Background: an optimization exercise with open tools, aiming at small area. Do not read the settings as production practice. Only simulation tests tie the RTL to the original design; equivalence was not proved. No activity file was given, so power comes from the tool's default toggle rates.

==> flow/design.v <==
module sam_cell_decoder (
    input  wire         clk,
    input  wire         rst,               
    input  wire         ct_we,
    input  wire [3:0]   ct_idx,
    input  wire [7:0]   ct_val,
    input  wire         cell_valid,
    input  wire [1:0]   cell_kind,         
    input  wire [1:0]   cell_mode,         
    input  wire         cell_flash,        
    input  wire [3:0]   cell_border,       
    input  wire [3:0]   cell_old_border,   
    input  wire [31:0]  cell_data,         
    output reg          px_valid,
    output wire [127:0] px,                
    output wire         px_hires
);
    reg       p_we, p_rst;
    reg [3:0] p_idx;
    reg [7:0] p_val;
    always @(posedge clk) begin
        p_rst <= rst;
        p_we  <= ct_we & ~rst;
        p_idx <= ct_idx;
        p_val <= ct_val;
    end
    reg [7:0] ct [0:15];
    integer e;
    always @(posedge clk) begin
        for (e = 0; e < 16; e = e + 1)
            if (p_rst || (p_we && p_idx == e))
                ct[e] <= p_rst ? 8'h00 : p_val;
    end
    wire screen = (cell_kind == 2'd1);
    wire toggle = (cell_kind == 2'd2);
    wire m34    = screen & cell_mode[1];
    wire m3     = m34 & ~cell_mode[0];
    wire [7:0] d = cell_data[31:24];
    wire [7:0] a = cell_data[23:16];
    wire       swap   = cell_flash & a[7];
    wire [3:0] ink    = {a[6], a[2:0]};
    wire [3:0] paper  = {a[6], a[5:3]};
    wire [3:0] fg     = swap ? paper : ink;
    wire [3:0] bg     = swap ? ink   : paper;
    reg [3:0] idx_n [0:7];
    integer i;
    always @* begin
        for (i = 0; i < 8; i = i + 1) begin
            if (m34)
                idx_n[i] = cell_data[31 - 4 * i -: 4];
            else if (screen)
                idx_n[i] = d[7 - i] ? fg : bg;
            else if (toggle && i == 0)
                idx_n[i] = cell_old_border;
            else
                idx_n[i] = cell_border;
        end
    end
    reg [3:0] idx_rn [0:7];
    reg       m3_r, m3n_r, tg_r;
    integer r;
    always @(posedge clk) begin
        px_valid <= cell_valid & ~rst;
        m3_r     <= m3;
        m3n_r    <= ~m3;    
        tg_r     <= toggle;
        for (r = 0; r < 8; r = r + 1)
            idx_rn[r] <= ~idx_n[r];    
    end
    assign px_hires = m3_r;
    wire [7:0] port [0:7];
    wire [7:0] portb [0:7];   
    genvar g, k;
    generate
        for (g = 0; g < 8; g = g + 1) begin : rd
            wire m3g = (g < 4) ? m3_r : ~m3n_r;
            wire [1:0] hi = ~idx_rn[g][3:2];
            wire [1:0] lo = ~idx_rn[g][1:0];
            wire [3:0] ph, pl;
            for (k = 0; k < 4; k = k + 1) begin : pd
                assign ph[k] = (hi == k);
                assign pl[k] = (lo == k);
            end
            wire [15:4] oh;
            wire [3:0]  sel_e, sel_o;
            for (k = 4; k < 16; k = k + 1) begin : oh_g
                assign oh[k] = ~m3g & ph[k / 4] & pl[k % 4];
            end
            for (k = 0; k < 4; k = k + 1) begin : lo_g
                assign sel_e[k] = m3g ? ph[k] : (ph[0] & pl[k]);
                assign sel_o[k] = pl[k] & (m3g | ph[0]);
            end
            reg [7:0] acc_h, acc_l, acc_o;
            integer q;
            always @* begin
                acc_h = 8'h00;
                for (q = 4; q < 16; q = q + 1)
                    acc_h = acc_h | ({8{oh[q]}} & ct[q]);
                acc_l = 8'h00;
                acc_o = 8'h00;
                for (q = 0; q < 4; q = q + 1) begin
                    acc_l = acc_l | ({8{sel_e[q]}} & ct[q]);
                    acc_o = acc_o | ({8{sel_o[q]}} & ct[q]);
                end
            end
            assign port[g]  = acc_h | acc_l;
            assign portb[g] = acc_h | acc_o;
        end
    endgenerate
    generate
        for (g = 0; g < 8; g = g + 1) begin : pix
            wire [7:0] even, odd;
            if (g == 0) begin : p0
                assign even = tg_r ? {port[0][5:0], port[0][7:6]} : port[0];
            end else begin : pn
                assign even = port[g];
            end
            assign odd = (g == 0 && tg_r) ? port[1] : portb[g];
            assign px[16 * g +: 8]     = even;
            assign px[16 * g + 8 +: 8] = odd;
        end
    endgenerate
endmodule
clock: 5.0 ns
lec_check: 0
abc_area: 1
cap_margin: 20
cell_pad_in_sites_detail_placement: 1
cell_pad_in_sites_global_placement: 2
core_margin: 2
core_utilization: 30
place_density: 0.36
setup_slack_margin: 0.1
slew_margin: 20
standard.sh (not shown) runs the stock make flow with config.mk's settings and CLKGATE_MAP_FILE= SYNTH_SCRIPT=/design/flow/synth_recipe.tcl, a recipe that flattens the netlist after the stock synthesis.
==> flow/flow/run.sh <==
#!/bin/bash
# Standard ORFS layout with these changes:
#  - port buffers use sky130_fd_sc_hd__buf_1
#  - timing-driven global placement does not keep its trial buffering
#  - CTS without dummy loads, with smaller clock buffers
# Every tool's output goes to a log file in this folder.
set -euo pipefail
W=$(pwd)
rm -rf "$W/scripts"
cp -r "$FLOW_HOME/scripts" "$W/scripts"
cp "$W/flow/abc_area.script" "$W/scripts/abc_area.script"
bash "$W/standard.sh" SCRIPTS_DIR="$W/scripts" \
  BUFFER_PORTS_ARGS="-buffer_cell sky130_fd_sc_hd__buf_1" \
  GPL_KEEP_OVERFLOW=0 \
  CTS_ARGS="-sink_clustering_enable -repair_clock_nets -dont_use_dummy_load -buf_list {sky130_fd_sc_hd__clkbuf_4 sky130_fd_sc_hd__clkbuf_8}" \
  finish > "$W/flow_make.log" 2>&1
==> flow/flow/abc_area.script <==
strash
dc2
&get -n
&dch -f
&nf -p -R 1000
&put
&get -n
&dch -f
&nf -p -R 1000
&put
&get -n
&dch -f
&nf -p -R 1000
&put
&get -n
&dch -f
&nf -p -R 1000
&put
topo
The baseline passed the timing, design-rule and antenna checks.
Then changed:
==> flow/flow/abc_area.script (replaced) <==
strash
dc2
&get -n
&dch -f
&nf -p -R 1000
&put
mfs2
&get -n
&dch -f
&nf -p -R 1000
&put
mfs2
&get -n
&dch -f
&nf -p -R 1000
&put
mfs2
&get -n
&dch -f
&nf -p -R 1000
&put
topo
Result:
- worst hold slack improves by 0.0049 ns
- critical path depth grows by 1
- cell area is lower slightly
- routed wire length fell slightly
Then changed:
- CAP_MARGIN: 20 -> 5
- SLEW_MARGIN: 20 -> 5
Fmax grows by 0.59%.
Sequential power barely changes.
Final cell count shrinks by 0.45%.

* * *

## raven
Another version of the RTL of sam_cell_decoder (not shown whole).
Size: roughly 1,500 cells after synthesis, about 180 flip-flops, about 190 I/O pins.
Design sam_cell_decoder, start of the top module:
module sam_cell_decoder (
    input  wire         clk,
    input  wire         rst,               
    input  wire         ct_we,
    input  wire [3:0]   ct_idx,
    input  wire [7:0]   ct_val,
    input  wire         cell_valid,
    input  wire [1:0]   cell_kind,         
    input  wire [1:0]   cell_mode,         
    input  wire         cell_flash,        
    input  wire [3:0]   cell_border,       
    input  wire [3:0]   cell_old_border,   
    input  wire [31:0]  cell_data,         
    output reg          px_valid,
    output wire [127:0] px,                
    output wire         px_hires
);
    reg       p_we, p_rst;
    reg [3:0] p_idx;
    reg [7:0] p_val;
    always @(posedge clk) begin
        p_rst <= rst;
        p_we  <= ct_we & ~rst;
        p_idx <= ct_idx;
        p_val <= ct_val;
    end
    reg [7:0] ct [0:15];
    integer e;
    always @(posedge clk) begin
        for (e = 0; e < 16; e = e + 1)
            if (p_rst || (p_we && p_idx == e))
                ct[e] <= p_rst ? 8'h00 : p_val;
    end
    wire screen = (cell_kind == 2'd1);
    wire toggle = (cell_kind == 2'd2);
    wire m34    = screen & cell_mode[1];
    wire m3     = m34 & ~cell_mode[0];
    wire [7:0] d = cell_data[31:24];
    wire [7:0] a = cell_data[23:16];
  ...
clock: 5.0 ns
lec_check: 0
abc_area: 1
cap_margin: 20
cell_pad_in_sites_detail_placement: 1
cell_pad_in_sites_global_placement: 2
core_margin: 2
core_utilization: 30
place_density: 0.36
slew_margin: 20
==> flow/flow/run.sh <==
#!/bin/bash
# Standard ORFS layout with these changes:
#  - port buffers use sky130_fd_sc_hd__buf_1
#  - CTS without dummy loads, with smaller clock buffers
# Every tool's output goes to a log file in this folder.
set -euo pipefail
W=$(pwd)
rm -rf "$W/scripts"
cp -r "$FLOW_HOME/scripts" "$W/scripts"
cp "$W/flow/abc_area.script" "$W/scripts/abc_area.script"
bash "$W/standard.sh" SCRIPTS_DIR="$W/scripts" \
  BUFFER_PORTS_ARGS="-buffer_cell sky130_fd_sc_hd__buf_1" \
  CTS_ARGS="-sink_clustering_enable -repair_clock_nets -dont_use_dummy_load -buf_list {sky130_fd_sc_hd__clkbuf_4 sky130_fd_sc_hd__clkbuf_8}" \
  finish > "$W/flow_make.log" 2>&1
==> flow/flow/abc_area.script <==
strash
dc2
&get -n
&dch -f
&nf -p -R 1000
&put
&get -n
&dch -f
&nf -p -R 1000
&put
&get -n
&dch -f
&nf -p -R 1000
&put
&get -n
&dch -f
&nf -p -R 1000
&put
topo
raven closes out successfully: all stages finished, all timing, DRC and antenna checks passed.
The inputs of willow differ from those of raven as listed below.
Settings: a deleted CELL_PAD_IN_SITES_DETAIL_PLACEMENT that had been 1; a deleted CELL_PAD_IN_SITES_GLOBAL_PLACEMENT that had been 2.
Taking raven as the reference, in willow clock period minus final worst setup slack now sits lower; worst hold path stage count now sits at about the same level; total stage count of the critical path now sits higher.
Re total of max-cap violations: no difference whatsoever between raven and willow.
willow did not stop at any stage, and its layout met the timing, design-rule and antenna checks.
raven finished every step from synthesis to the final layout, and the layout passed the timing, design-rule and antenna checks.

[re-timing with driven ports]
The flow's constraints put no driver on any port. The routed layouts listed below were extracted and timed again, unchanged, in two steps. Step 1 sets driving cells, clkbuf_16 on the clock port and buf_2 on the other inputs (assumed; they add their load-dependent delay and slew). Step 2 adds t to the input delays and takes it off the output delays; t is the mean of the earliest and latest rising clock arrival at the registers after step 1. Input paths then give back, and output paths get back, about the clock's delay inside the block. Three values: no drivers, after step 1, after step 2; two values: the first two.
| run | shift t [ns] | setup slack, ns | worst hold slack (ns) | worst setup path at the end | worst register clock-pin slew, ns |
|---|---|---|---|---|---|
| the first run of note 1 | 0.595 | 0.193 / 0.136 / 0.732 | 0.535 / 0.504 / 0.648 | register to output | 0.12 / 0.12 |
| the second run of note 1 | 0.590 | 0.209 / 0.151 / 0.741 | 0.540 / 0.509 / 0.617 | register to output | 0.12 / 0.12 |
| the third run of note 1 | 0.587 | 0.238 / 0.184 / 0.742 | 0.541 / 0.513 / 0.766 | input to register | 0.13 / 0.13 |
| raven | 0.583 | 0.413 / 0.359 / 0.942 | 0.537 / 0.506 / 0.726 | register to output | 0.11 / 0.11 |
| willow | 0.596 | 0.431 / 0.378 / 0.974 | 0.535 / 0.503 / 0.755 | register to output | 0.10 / 0.10 |
After both steps every run listed still meets setup and hold.
